From an optimization exercise on the open Yosys and OpenROAD flow, aimed at small area and a short achievable clock period; shortcuts taken in it are not production practice. Only simulation tests tie the RTL to the original design; equivalence was not proved. No activity file was given, so power comes from the tool's default toggle rates.

--- run.sh ---
#!/bin/bash
# synth_recipe.tcl (not shown) runs the flow's synth.tcl, then flattens the netlist and writes it again
# the make line also repeats each setting of config.mk as NAME=value (left out here)
make -C /OpenROAD-flow-scripts/flow DESIGN_CONFIG=/design/flow/config.mk WORK_HOME=/design/flow/orfs CLKGATE_MAP_FILE= SYNTH_SCRIPT=/design/flow/synth_recipe.tcl finish
--- config.mk ---
export PLATFORM = sky130hd
export DESIGN_NAME = crc16_tfv
export DESIGN_NICKNAME = crc16_tfv
export VERILOG_FILES = /design/flow/design.v
export SDC_FILE = /design/flow/constraint.sdc
export NUM_CORES = 4
export LEC_CHECK = 0
export CAP_MARGIN = 20
export CORE_MARGIN = 2
export CORE_UTILIZATION = 40
export SLEW_MARGIN = 20
--- constraint.sdc ---
create_clock -name core_clock -period 5.0 [get_ports {clk}]
set_input_delay 1.0000 -clock core_clock [delete_from_list [all_inputs] [get_ports {clk}]]
set_output_delay 1.0000 -clock core_clock [all_outputs]
set_load 0.01 [all_outputs]
--- design.v ---
module crc16_update (
    input  wire [15:0] acc_in,
    input  wire [7:0]  data,
    output wire [15:0] acc_out
);
    function [15:0] crc_table;
        input [7:0] idx;
        begin
            case (idx)
            8'h00: crc_table = 16'h0000;
            8'h01: crc_table = 16'hC0C1;
            8'h02: crc_table = 16'hC181;
            8'h03: crc_table = 16'h0140;
            8'h04: crc_table = 16'hC301;
            8'h05: crc_table = 16'h03C0;
            8'h06: crc_table = 16'h0280;
            8'h07: crc_table = 16'hC241;
            8'h08: crc_table = 16'hC601;
            8'h09: crc_table = 16'h06C0;
            8'h0A: crc_table = 16'h0780;
            8'h0B: crc_table = 16'hC741;
            8'h0C: crc_table = 16'h0500;
            8'h0D: crc_table = 16'hC5C1;
            8'h0E: crc_table = 16'hC481;
            8'h0F: crc_table = 16'h0440;
            8'h10: crc_table = 16'hCC01;
            8'h11: crc_table = 16'h0CC0;
            8'h12: crc_table = 16'h0D80;
            8'h13: crc_table = 16'hCD41;
            8'h14: crc_table = 16'h0F00;
            8'h15: crc_table = 16'hCFC1;
            8'h16: crc_table = 16'hCE81;
            8'h17: crc_table = 16'h0E40;
            8'h18: crc_table = 16'h0A00;
            8'h19: crc_table = 16'hCAC1;
            8'h1A: crc_table = 16'hCB81;
            8'h1B: crc_table = 16'h0B40;
            8'h1C: crc_table = 16'hC901;
            8'h1D: crc_table = 16'h09C0;
            8'h1E: crc_table = 16'h0880;
            8'h1F: crc_table = 16'hC841;
            8'h20: crc_table = 16'hD801;
            8'h21: crc_table = 16'h18C0;
            8'h22: crc_table = 16'h1980;
            8'h23: crc_table = 16'hD941;
            8'h24: crc_table = 16'h1B00;
            8'h25: crc_table = 16'hDBC1;
            8'h26: crc_table = 16'hDA81;
            8'h27: crc_table = 16'h1A40;
            8'h28: crc_table = 16'h1E00;
            8'h29: crc_table = 16'hDEC1;
            8'h2A: crc_table = 16'hDF81;
            8'h2B: crc_table = 16'h1F40;
            8'h2C: crc_table = 16'hDD01;
            8'h2D: crc_table = 16'h1DC0;
            8'h2E: crc_table = 16'h1C80;
            8'h2F: crc_table = 16'hDC41;
            8'h30: crc_table = 16'h1400;
            8'h31: crc_table = 16'hD4C1;
            8'h32: crc_table = 16'hD581;
            8'h33: crc_table = 16'h1540;
            8'h34: crc_table = 16'hD701;
            8'h35: crc_table = 16'h17C0;
            8'h36: crc_table = 16'h1680;
            8'h37: crc_table = 16'hD641;
            8'h38: crc_table = 16'hD201;
            8'h39: crc_table = 16'h12C0;
            8'h3A: crc_table = 16'h1380;
            8'h3B: crc_table = 16'hD341;
            8'h3C: crc_table = 16'h1100;
            8'h3D: crc_table = 16'hD1C1;
            8'h3E: crc_table = 16'hD081;
            8'h3F: crc_table = 16'h1040;
            8'h40: crc_table = 16'hF001;
            8'h41: crc_table = 16'h30C0;
            8'h42: crc_table = 16'h3180;
            8'h43: crc_table = 16'hF141;
            8'h44: crc_table = 16'h3300;
            8'h45: crc_table = 16'hF3C1;
            8'h46: crc_table = 16'hF281;
            8'h47: crc_table = 16'h3240;
            8'h48: crc_table = 16'h3600;
            8'h49: crc_table = 16'hF6C1;
            8'h4A: crc_table = 16'hF781;
            8'h4B: crc_table = 16'h3740;
            8'h4C: crc_table = 16'hF501;
            8'h4D: crc_table = 16'h35C0;
            8'h4E: crc_table = 16'h3480;
            8'h4F: crc_table = 16'hF441;
            8'h50: crc_table = 16'h3C00;
            8'h51: crc_table = 16'hFCC1;
            8'h52: crc_table = 16'hFD81;
            8'h53: crc_table = 16'h3D40;
            8'h54: crc_table = 16'hFF01;
            8'h55: crc_table = 16'h3FC0;
            8'h56: crc_table = 16'h3E80;
            8'h57: crc_table = 16'hFE41;
            8'h58: crc_table = 16'hFA01;
            8'h59: crc_table = 16'h3AC0;
            8'h5A: crc_table = 16'h3B80;
            8'h5B: crc_table = 16'hFB41;
            8'h5C: crc_table = 16'h3900;
            8'h5D: crc_table = 16'hF9C1;
            8'h5E: crc_table = 16'hF881;
            8'h5F: crc_table = 16'h3840;
            8'h60: crc_table = 16'h2800;
            8'h61: crc_table = 16'hE8C1;
            8'h62: crc_table = 16'hE981;
            8'h63: crc_table = 16'h2940;
            8'h64: crc_table = 16'hEB01;
            8'h65: crc_table = 16'h2BC0;
            8'h66: crc_table = 16'h2A80;
            8'h67: crc_table = 16'hEA41;
            8'h68: crc_table = 16'hEE01;
            8'h69: crc_table = 16'h2EC0;
            8'h6A: crc_table = 16'h2F80;
            8'h6B: crc_table = 16'hEF41;
            8'h6C: crc_table = 16'h2D00;
            8'h6D: crc_table = 16'hEDC1;
            8'h6E: crc_table = 16'hEC81;
            8'h6F: crc_table = 16'h2C40;
            8'h70: crc_table = 16'hE401;
            8'h71: crc_table = 16'h24C0;
            8'h72: crc_table = 16'h2580;
            8'h73: crc_table = 16'hE541;
            8'h74: crc_table = 16'h2700;
            8'h75: crc_table = 16'hE7C1;
            8'h76: crc_table = 16'hE681;
            8'h77: crc_table = 16'h2640;
            8'h78: crc_table = 16'h2200;
            8'h79: crc_table = 16'hE2C1;
            8'h7A: crc_table = 16'hE381;
            8'h7B: crc_table = 16'h2340;
            8'h7C: crc_table = 16'hE101;
            8'h7D: crc_table = 16'h21C0;
            8'h7E: crc_table = 16'h2080;
            8'h7F: crc_table = 16'hE041;
            8'h80: crc_table = 16'hA001;
            8'h81: crc_table = 16'h60C0;
            8'h82: crc_table = 16'h6180;
            8'h83: crc_table = 16'hA141;
            8'h84: crc_table = 16'h6300;
            8'h85: crc_table = 16'hA3C1;
            8'h86: crc_table = 16'hA281;
            8'h87: crc_table = 16'h6240;
            8'h88: crc_table = 16'h6600;
            8'h89: crc_table = 16'hA6C1;
            8'h8A: crc_table = 16'hA781;
            8'h8B: crc_table = 16'h6740;
            8'h8C: crc_table = 16'hA501;
            8'h8D: crc_table = 16'h65C0;
            8'h8E: crc_table = 16'h6480;
            8'h8F: crc_table = 16'hA441;
            8'h90: crc_table = 16'h6C00;
            8'h91: crc_table = 16'hACC1;
            8'h92: crc_table = 16'hAD81;
            8'h93: crc_table = 16'h6D40;
            8'h94: crc_table = 16'hAF01;
            8'h95: crc_table = 16'h6FC0;
            8'h96: crc_table = 16'h6E80;
            8'h97: crc_table = 16'hAE41;
            8'h98: crc_table = 16'hAA01;
            8'h99: crc_table = 16'h6AC0;
            8'h9A: crc_table = 16'h6B80;
            8'h9B: crc_table = 16'hAB41;
            8'h9C: crc_table = 16'h6900;
            8'h9D: crc_table = 16'hA9C1;
            8'h9E: crc_table = 16'hA881;
            8'h9F: crc_table = 16'h6840;
            8'hA0: crc_table = 16'h7800;
            8'hA1: crc_table = 16'hB8C1;
            8'hA2: crc_table = 16'hB981;
            8'hA3: crc_table = 16'h7940;
            8'hA4: crc_table = 16'hBB01;
            8'hA5: crc_table = 16'h7BC0;
            8'hA6: crc_table = 16'h7A80;
            8'hA7: crc_table = 16'hBA41;
            8'hA8: crc_table = 16'hBE01;
            8'hA9: crc_table = 16'h7EC0;
            8'hAA: crc_table = 16'h7F80;
            8'hAB: crc_table = 16'hBF41;
            8'hAC: crc_table = 16'h7D00;
            8'hAD: crc_table = 16'hBDC1;
            8'hAE: crc_table = 16'hBC81;
            8'hAF: crc_table = 16'h7C40;
            8'hB0: crc_table = 16'hB401;
            8'hB1: crc_table = 16'h74C0;
            8'hB2: crc_table = 16'h7580;
            8'hB3: crc_table = 16'hB541;
            8'hB4: crc_table = 16'h7700;
            8'hB5: crc_table = 16'hB7C1;
            8'hB6: crc_table = 16'hB681;
            8'hB7: crc_table = 16'h7640;
            8'hB8: crc_table = 16'h7200;
            8'hB9: crc_table = 16'hB2C1;
            8'hBA: crc_table = 16'hB381;
            8'hBB: crc_table = 16'h7340;
            8'hBC: crc_table = 16'hB101;
            8'hBD: crc_table = 16'h71C0;
            8'hBE: crc_table = 16'h7080;
            8'hBF: crc_table = 16'hB041;
            8'hC0: crc_table = 16'h5000;
            8'hC1: crc_table = 16'h90C1;
            8'hC2: crc_table = 16'h9181;
            8'hC3: crc_table = 16'h5140;
            8'hC4: crc_table = 16'h9301;
            8'hC5: crc_table = 16'h53C0;
            8'hC6: crc_table = 16'h5280;
            8'hC7: crc_table = 16'h9241;
            8'hC8: crc_table = 16'h9601;
            8'hC9: crc_table = 16'h56C0;
            8'hCA: crc_table = 16'h5780;
            8'hCB: crc_table = 16'h9741;
            8'hCC: crc_table = 16'h5500;
            8'hCD: crc_table = 16'h95C1;
            8'hCE: crc_table = 16'h9481;
            8'hCF: crc_table = 16'h5440;
            8'hD0: crc_table = 16'h9C01;
            8'hD1: crc_table = 16'h5CC0;
            8'hD2: crc_table = 16'h5D80;
            8'hD3: crc_table = 16'h9D41;
            8'hD4: crc_table = 16'h5F00;
            8'hD5: crc_table = 16'h9FC1;
            8'hD6: crc_table = 16'h9E81;
            8'hD7: crc_table = 16'h5E40;
            8'hD8: crc_table = 16'h5A00;
            8'hD9: crc_table = 16'h9AC1;
            8'hDA: crc_table = 16'h9B81;
            8'hDB: crc_table = 16'h5B40;
            8'hDC: crc_table = 16'h9901;
            8'hDD: crc_table = 16'h59C0;
            8'hDE: crc_table = 16'h5880;
            8'hDF: crc_table = 16'h9841;
            8'hE0: crc_table = 16'h8801;
            8'hE1: crc_table = 16'h48C0;
            8'hE2: crc_table = 16'h4980;
            8'hE3: crc_table = 16'h8941;
            8'hE4: crc_table = 16'h4B00;
            8'hE5: crc_table = 16'h8BC1;
            8'hE6: crc_table = 16'h8A81;
            8'hE7: crc_table = 16'h4A40;
            8'hE8: crc_table = 16'h4E00;
            8'hE9: crc_table = 16'h8EC1;
            8'hEA: crc_table = 16'h8F81;
            8'hEB: crc_table = 16'h4F40;
            8'hEC: crc_table = 16'h8D01;
            8'hED: crc_table = 16'h4DC0;
            8'hEE: crc_table = 16'h4C80;
            8'hEF: crc_table = 16'h8C41;
            8'hF0: crc_table = 16'h4400;
            8'hF1: crc_table = 16'h84C1;
            8'hF2: crc_table = 16'h8581;
            8'hF3: crc_table = 16'h4540;
            8'hF4: crc_table = 16'h8701;
            8'hF5: crc_table = 16'h47C0;
            8'hF6: crc_table = 16'h4680;
            8'hF7: crc_table = 16'h8641;
            8'hF8: crc_table = 16'h8201;
            8'hF9: crc_table = 16'h42C0;
            8'hFA: crc_table = 16'h4380;
            8'hFB: crc_table = 16'h8341;
            8'hFC: crc_table = 16'h4100;
            8'hFD: crc_table = 16'h81C1;
            8'hFE: crc_table = 16'h8081;
            8'hFF: crc_table = 16'h4040;
                default: crc_table = 16'h0000;
            endcase
        end
    endfunction
    wire [7:0] idx = acc_in[7:0] ^ data;
    assign acc_out = {8'h00, acc_in[15:8]} ^ crc_table(idx);
endmodule
module crc16_tfv (
    input  wire         clk,
    input  wire         rst,           
    input  wire         in_valid,
    input  wire [7:0]   in_byte,
    input  wire         lenient,       
    input  wire         td_reset,      
    input  wire         ce_valid,
    input  wire         ce_op,         
    input  wire [15:0]  ce_data,
    output wire [15:0]  acc,           
    output wire         busy,          
    output wire         fault,         
    output reg          rec_valid,
    output reg  [127:0] rec_id,
    output reg  [4:0]   rec_id_len,
    output reg  [255:0] rec_val,
    output reg  [5:0]   rec_val_len,
    output reg          tel_valid,
    output reg  [1:0]   tel_status,    
    output reg  [5:0]   tel_count
);
    localparam CAP_ID   = 16;
    localparam CAP_VAL  = 32;
    localparam CAP_PEND = 63;
    localparam [2:0] S_WAIT  = 3'd0,
                     S_HDR   = 3'd1,
                     S_CRLF  = 3'd2,
                     S_ID    = 3'd3,
                     S_VAL   = 3'd4,
                     S_VEND  = 3'd5,
                     S_CRC   = 3'd6;
    localparam [1:0] ST_OK       = 2'd0,
                     ST_MISMATCH = 2'd1,
                     ST_CORRUPT  = 2'd2;
    reg [2:0]   st;
    reg [15:0]  acc_q;
    reg         len_eff;
    reg         corr;
    reg         fault_q;
    reg [127:0] idb;
    reg [4:0]   id_len;
    reg [255:0] valb;
    reg [5:0]   val_len;
    reg [31:0]  crcb;        
    reg [2:0]   crc_len;     
    reg [5:0]   pend;        
    assign acc   = acc_q;
    assign busy  = (st != S_WAIT);
    assign fault = fault_q;
    wire [7:0] b = in_byte;
    wire is_ws    = (b == 8'h09) || (b == 8'h0A) || (b == 8'h0B) ||
                    (b == 8'h0C) || (b == 8'h0D) || (b == 8'h20);
    wire is_digit = (b >= 8'h30) && (b <= 8'h39);
    wire is_idch  = is_digit || (b == 8'h3A) || (b == 8'h2D) ||
                    (b == 8'h2E) || (b == 8'h2A);
    wire is_cr    = (b == 8'h0D);
    wire is_slash = (b == 8'h2F);
    wire is_bang  = (b == 8'h21);
    wire is_open  = (b == 8'h28);
    wire is_close = (b == 8'h29);
    wire        ce_cmd   = ce_valid && !td_reset;
    wire [7:0]  upd_byte = ce_cmd ? ce_data[7:0] : in_byte;
    wire [15:0] acc_upd;
    crc16_update u_update (
        .acc_in  (acc_q),
        .data    (upd_byte),
        .acc_out (acc_upd)
    );
    function is_hex;
        input [7:0] c;
        begin
            is_hex = ((c >= 8'h30) && (c <= 8'h39)) || ((c >= 8'h41) && (c <= 8'h46));
        end
    endfunction
    function [3:0] hex_val;
        input [7:0] c;
        begin
            if (c <= 8'h39)
                hex_val = c[3:0];
            else
                hex_val = c[3:0] + 4'd9;
        end
    endfunction
    wire        crc_well_formed = (crc_len == 3'd4) &&
                                  is_hex(crcb[7:0])   && is_hex(crcb[15:8]) &&
                                  is_hex(crcb[23:16]) && is_hex(crcb[31:24]);
    wire [15:0] crc_hexval = {hex_val(crcb[7:0]),   hex_val(crcb[15:8]),
                              hex_val(crcb[23:16]), hex_val(crcb[31:24])};
    reg [1:0] status;
    always @* begin
        if (corr)
            status = ST_CORRUPT;
        else if (crc_len == 3'd0)
            status = ST_OK;
        else if (!crc_well_formed)
            status = ST_MISMATCH;
        else if (crc_hexval != acc_q)
            status = ST_MISMATCH;
        else
            status = ST_OK;
    end
    reg [2:0]   n_st;
    reg [15:0]  n_acc;
    reg         n_len_eff;
    reg         n_corr;
    reg [127:0] n_idb;
    reg [4:0]   n_id_len;
    reg [255:0] n_valb;
    reg [5:0]   n_val_len;
    reg [31:0]  n_crcb;
    reg [2:0]   n_crc_len;
    reg [5:0]   n_pend;
    reg         do_fault;
    reg         do_rec;
    reg         do_tel;
    always @* begin
        n_st      = st;
        n_acc     = acc_q;
        n_len_eff = len_eff;
        n_corr    = corr;
        n_idb     = idb;
        n_id_len  = id_len;
        n_valb    = valb;
        n_val_len = val_len;
        n_crcb    = crcb;
        n_crc_len = crc_len;
        n_pend    = pend;
        do_fault  = 1'b0;
        do_rec    = 1'b0;
        do_tel    = 1'b0;
        if (fault_q) begin
        end else if (td_reset) begin
            n_st = S_WAIT; n_corr = 1'b0; n_pend = 6'd0;
            n_idb = 128'd0; n_id_len = 5'd0;
            n_valb = 256'd0; n_val_len = 6'd0;
            n_crcb = 32'd0; n_crc_len = 3'd0;
        end else if (ce_valid) begin
            if (st == S_WAIT) begin
                if (ce_op)
                    n_acc = acc_upd;
                else
                    n_acc = ce_data;
            end
        end else if (in_valid) begin
            case (st)
            S_WAIT: begin
                if (is_slash) begin
                    n_len_eff = lenient;
                    n_acc     = 16'h0000;
                    n_st      = S_HDR;
                end
            end
            S_HDR: begin
                n_acc = acc_upd;
                if (is_cr)
                    n_st = S_CRLF;
            end
            S_CRLF: begin
                if (is_ws) begin
                    n_acc = acc_upd;
                end else if (is_digit) begin
                    n_st          = S_ID;
                    n_idb[7:0]    = b;
                    n_id_len      = 5'd1;
                    n_acc         = acc_upd;
                end else begin
                    n_st = S_WAIT; n_corr = 1'b0; n_pend = 6'd0;
                    n_idb = 128'd0; n_id_len = 5'd0;
                    n_valb = 256'd0; n_val_len = 6'd0;
                    n_crcb = 32'd0; n_crc_len = 3'd0;
                end
            end
            S_ID: begin
                if (is_ws) begin
                    n_acc = acc_upd;
                end else if (is_idch) begin
                    if (id_len == CAP_ID) begin
                        do_fault = 1'b1;
                    end else begin
                        n_idb[8*id_len +: 8] = b;
                        n_id_len             = id_len + 5'd1;
                        n_acc                = acc_upd;
                    end
                end else if (is_open) begin
                    n_acc = acc_upd;
                    n_st  = S_VAL;
                end else if (len_eff) begin
                    n_corr   = 1'b1;
                    n_idb    = 128'd0;
                    n_id_len = 5'd0;
                    n_acc    = acc_upd;
                    if (is_bang) begin
                        n_valb    = 256'd0;
                        n_val_len = 6'd0;
                        n_st      = S_CRC;
                    end
                end else begin
                    n_st = S_WAIT; n_corr = 1'b0; n_pend = 6'd0;
                    n_idb = 128'd0; n_id_len = 5'd0;
                    n_valb = 256'd0; n_val_len = 6'd0;
                    n_crcb = 32'd0; n_crc_len = 3'd0;
                end
            end
            S_VAL: begin
                if (is_close) begin
                    n_acc = acc_upd;
                    n_st  = S_VEND;
                end else if (val_len == CAP_VAL) begin
                    do_fault = 1'b1;
                end else begin
                    n_valb[8*val_len +: 8] = b;
                    n_val_len              = val_len + 6'd1;
                    n_acc                  = acc_upd;
                end
            end
            S_VEND: begin
                if (is_ws) begin
                    n_acc = acc_upd;
                end else if (is_digit || is_bang) begin
                    if (id_len != 5'd0) begin
                        do_rec = 1'b1;
                        if (pend == CAP_PEND)
                            do_fault = 1'b1;
                        else
                            n_pend = pend + 6'd1;
                    end
                    n_idb     = 128'd0;
                    n_id_len  = 5'd0;
                    n_valb    = 256'd0;
                    n_val_len = 6'd0;
                    n_acc     = acc_upd;
                    if (is_digit) begin
                        n_idb[7:0] = b;
                        n_id_len   = 5'd1;
                        n_st       = S_ID;
                    end else begin
                        n_st = S_CRC;
                    end
                end else if (is_open) begin
                    n_acc = acc_upd;
                    n_st  = S_VAL;
                end else if (len_eff) begin
                    n_corr = 1'b1;
                    n_acc  = acc_upd;
                end else begin
                    n_st = S_WAIT; n_corr = 1'b0; n_pend = 6'd0;
                    n_idb = 128'd0; n_id_len = 5'd0;
                    n_valb = 256'd0; n_val_len = 6'd0;
                    n_crcb = 32'd0; n_crc_len = 3'd0;
                end
            end
            S_CRC: begin
                if (is_cr || is_slash) begin
                    do_tel = 1'b1;
                    n_st = S_WAIT; n_corr = 1'b0; n_pend = 6'd0;
                    n_idb = 128'd0; n_id_len = 5'd0;
                    n_valb = 256'd0; n_val_len = 6'd0;
                    n_crcb = 32'd0; n_crc_len = 3'd0;
                    if (is_slash) begin
                        n_len_eff = lenient;
                        n_acc     = 16'h0000;
                        n_st      = S_HDR;
                    end
                end else if (is_bang) begin
                    n_acc = acc_upd;
                end else begin
                    if (crc_len < 3'd4)
                        n_crcb[8*crc_len +: 8] = b;
                    if (crc_len != 3'd5)
                        n_crc_len = crc_len + 3'd1;
                end
            end
            default: ;
            endcase
        end
    end
    always @(posedge clk) begin
        if (rst) begin
            st          <= S_WAIT;
            acc_q       <= 16'h0000;
            len_eff     <= 1'b0;
            corr        <= 1'b0;
            fault_q     <= 1'b0;
            idb         <= 128'd0;
            id_len      <= 5'd0;
            valb        <= 256'd0;
            val_len     <= 6'd0;
            crcb        <= 32'd0;
            crc_len     <= 3'd0;
            pend        <= 6'd0;
            rec_valid   <= 1'b0;
            rec_id      <= 128'd0;
            rec_id_len  <= 5'd0;
            rec_val     <= 256'd0;
            rec_val_len <= 6'd0;
            tel_valid   <= 1'b0;
            tel_status  <= 2'd0;
            tel_count   <= 6'd0;
        end else begin
            rec_valid <= do_rec;
            tel_valid <= do_tel;
            if (do_rec) begin
                rec_id      <= idb;
                rec_id_len  <= id_len;
                rec_val     <= valb;
                rec_val_len <= val_len;
            end
            if (do_tel) begin
                tel_status <= status;
                tel_count  <= pend;
            end
            if (do_fault) begin
                fault_q <= 1'b1;
            end else begin
                st      <= n_st;
                acc_q   <= n_acc;
                len_eff <= n_len_eff;
                corr    <= n_corr;
                idb     <= n_idb;
                id_len  <= n_id_len;
                valb    <= n_valb;
                val_len <= n_val_len;
                crcb    <= n_crcb;
                crc_len <= n_crc_len;
                pend    <= n_pend;
            end
        end
    end
endmodule
==> summary.txt <==
Synth
  – Area leader, netlist: dfxtp_1
  – Post-synthesis async set-or-reset flop share: 0
  – Synth Instances: between 3000 and 4000
  – #FFs+latches synth: 863
  – Synth Net Count: 3852
  – Multiplexer share of the synthesized area: 0.0861
  – Yosys cell types: 77
  – Post-synth EDFFs: 0
  – Post-synth top area share: 0.516
  – Post-synthesis compound-gate area fraction: 0.135
  – Cell area after synthesis: 33500 um^2
  – Xor/xnor share of the synthesized area: 0.0164
  – Post-Synth Adder-Cell Area: 0.0108
  – Synth Warn #: 2
  – Main combinational cell family by area after synthesis: simple AND/OR/NAND/NOR gates
  – Seq/Total Area, Yosys: 0.516
  – Top-count cell post-synth: nand2_1
  – Commonest cells post-synth: 910 x nand2_1, 863 x dfxtp_1, 470 x a21oi_1
  – Post-synthesis average cell area: 8.83 um^2
  – Synth area leaders: dfxtp_1 52%, nand2_1 10%, mux2i_1 8.3%
  – Synth Area in Simple Gates: 0.200
  – Main synth FF type: dfxtp_1

Clock tree
  – H-tree Lvls: 3
  – Post-cts sizing count: 0
  – # hold bufs at CTS: 0
  – CTS tree: done
  – Max Root-Sink Buffers: 3
  – CTS Buf Count: 94
  – CTS clk-pin slew, worst paths: 60 ps
  – Post-CTS setup buffer count: 0
  – CTS sink cnt: 863
  – Worst-Skew Late Latency: 660 ps
  – Root buffer cell: clkbuf_16

Routing
  – Iter 0 DRT Violations: 2092
  – Vias per cell: 5.22
  – Routed via count: 27700
  – WL/cell: between 15 and 20 um
  – Post-route ant nets: 0
  – DRT Wirelength: 105000 um
  – TritonRoute pass-1 iters: 6
  – Residual DRC: 0

GRT
  – Total congestion overflow: 0
  – Global-route wire length before repair: 160000 um
  – Total track usage: 0.237
  – Largest net degree at the start of global routing: 162
  – Initial antenna violation count: 2
  – Vias in the first global route: 26500

Status
  – Status: finished clean

Floorplanning
  – Die ar.: around 86000 um^2
  – CORE AREA: 83300 um^2
  – Cell Rows: 106
  – Die width: 293 um
  – Initial Utilization: 0.402
  – Die height: 293 um
  – Top Ports: 454

Timing
  – Slew Limit Fails: 0
  – Setup TNS: 0 ps
  – Final Cycle Share: 0.819
  – Hold Fails Final Rpt: 0
  – Rel. slew slack: 0.296
  – Worst slew pin tran: 1050 ps
  – RSZ-0062 raised after global routing: no
  – Tmin final: 4090 ps
  – FMAX: 244 MHz
  – Final setup margin: between 900 and 1000 ps
  – Final number of setup-violating endpoints: 0
  – Final Skew: roughly 38 ps

Critical path
  – Req. time, crit path: 5510 ps
  – CP Cell Sequence: inv_1 > ha_1 > nor3b_1 > ha_1 > inv_1 > nand4_1 > o32ai_1 > a21oi_2 > nand2_4 > buf_4 > nor4_4 > mux2i_1 > nor2_1
  – CP peak stage delay: 780 ps
  – Slowest stage cell, crit path: nor4_4
  – Startpoint types: flop
  – Cells on worst reg2reg path: 13
  – Critical path arrival: 4610 ps
  – R2R Path Start: id_len[0]
  – WS Path Type: flop to flop
  – Flop2flop setup slack: roughly 910 ps
  – Worst reg2reg endpoint: valb[240]
  – Critical path endpoint category: flop
  – Crit Path Max Fanout: 13

Finish
  – Multi-input logic area: 15100 um^2
  – Post-route cell area: 42300 um^2
  – Final core occ: 0.508
  – # nets final: 4217
  – Fraction of layout cells with a size suffix above 1: 0.0685
  – Syn-to-layout area delta: 26.5%
  – Fillers: 7910
  – Reg area: 17300 um^2

Min path
  – Worst hold path type: flop to flop
  – Hold Crit Depth: 2
  – Worst Hold End: rec_val[234]
  – Hold_sp: valb[234]

Flow run
  – Max Cap Viol: 0

Power and ir drop
  – Overall Power: 14.8 mW
  – Pwr Density: approximately 350 nW/um^2
  – Peak supply drop: 237 uV
  – Leakage: about 14 nW

Place
  – GP Congestion: around 0.89
  – Port Buffers: 453
  – Post-DP HPWL: approximately 70000 um
  – Placement Setup Slack: about 500 ps
  – Post-DP Area: a little under 40000 um^2
per-layer routing:
metal | routed length (um) | vias to the layer above | track usage
li1 | - | 13600 | -
met1 | 48900 | 13200 | 0.331
met2 | 48100 | 755 | 0.379
met3 | 5740 | 146 | 0.0392
met4 | 2290 | 2 | 0.0637
met5 | 20 | - | 0
state kept, by name (all words and copies together), names as in the netlist, 16 cells and up:
register and cells:
valb 256, acc_q 16, crcb 32, idb 128, rec_id 128, rec_val 256
cell families after synthesis:
family	Yosys count
compound gates	738
flops	863
mux	287
buf+inv	304
simple gates	1513
xor+xnor	58
fa+ha+maj	29
where the power goes:
part	total, mW	internal [mW]	switching [mW]
clock	7.23	4.31	2.92
combinational	0.663	0.225	0.438
sequential	6.92	6.89	0.0317
total	14.8	11.4	3.39
layout make-up:
class,instances,share of cell area
clock inverters,36,0.0124
clock buffers,134,0.0648
repair buffers,522,0.122
multi-input cells,2625,0.356
flip-flops and latches,863,0.408
inverters,51,0.00452
well taps,1080,0.0319
diodes,1,0.0000591
metrics by stage:
stage | instances | hold slack, ps
floorplan | 3792 | 427
global route | 5312 | 460
global placement | 5141 | 434
CTS | 5311 | 432
detailed placement | 5141 | 439
finish | 5312 | 426
critical path, delay by kind of cell, from the launching register on:
kind | cells | cell delay, ps
compound gates | 2 | 510
flops | 1 | 440
mux | 1 | 270
buf+inv | 3 | 550
fa+ha+maj | 2 | 660
simple gates | 5 | 1520
worst max path at each step:
stage | startpoint | endpoint | slack (ps)
after CTS | id_len[0] | valb[241] | 900
after floorplan | in_byte[7] | valb[255] | 1030
after detailed placement | in_byte[5] | valb[143] | 500
final | id_len[0] | valb[240] | 910
after global routing | id_len[0] | valb[241] | 630
after global placement | in_byte[5] | valb[181] | 560
placed cells by master, fill, tap and decap left out, drive strengths merged, types with 8 or more instances in the layout:
cell type,count
a211oi,15
a21oi,471
a22o,54
a22oi,9
a2bb2o,30
a31oi,10
and2,44
and3,10
buf,78
bufinv,9
clkbuf,134
clkdlybuf4s50,444
clkinv,23
dfxtp,863
ha,29
inv,53
mux2,8
mux2i,279
nand2,910
nand2b,13
nand3,46
nand4,11
nor2,345
nor3,36
nor3b,14
nor4,36
o21ai,44
o2bb2ai,30
o32ai,18
or3,10
xnor2,40
xor2,15

[port drivers added, routing unchanged]
The flow's constraints put no driver on any port. The routed layout listed below was extracted and timed again, unchanged, in two steps. Step 1 (the two cells are an assumption about what drives the block):
set clk [get_ports {clk}]
set_driving_cell -lib_cell sky130_fd_sc_hd__clkbuf_16 $clk
set_driving_cell -lib_cell sky130_fd_sc_hd__buf_2 [delete_from_list [all_inputs] $clk]
Step 2 adds t to the input delays and takes it off the output delays; t is the mean of the earliest and latest rising clock arrival at the registers after step 1. Input paths then give back, and output paths get back, about the clock's delay inside the block. a / b / c = no drivers / after step 1 / after step 2; a / b = the first two.
t (ns): 0.707
setup WS [ns]: 0.907 / 0.907 / 0.483
hold slack, ns: 0.426 / 0.426 / 0.426
worst register clock-pin slew, ns: 0.06 / 0.06
cell pins on the clock port's net: 1
After both steps this run still meets setup and hold. The setup slack of this run moves by 0.000 ns with the drivers and by -0.424 ns with both steps.
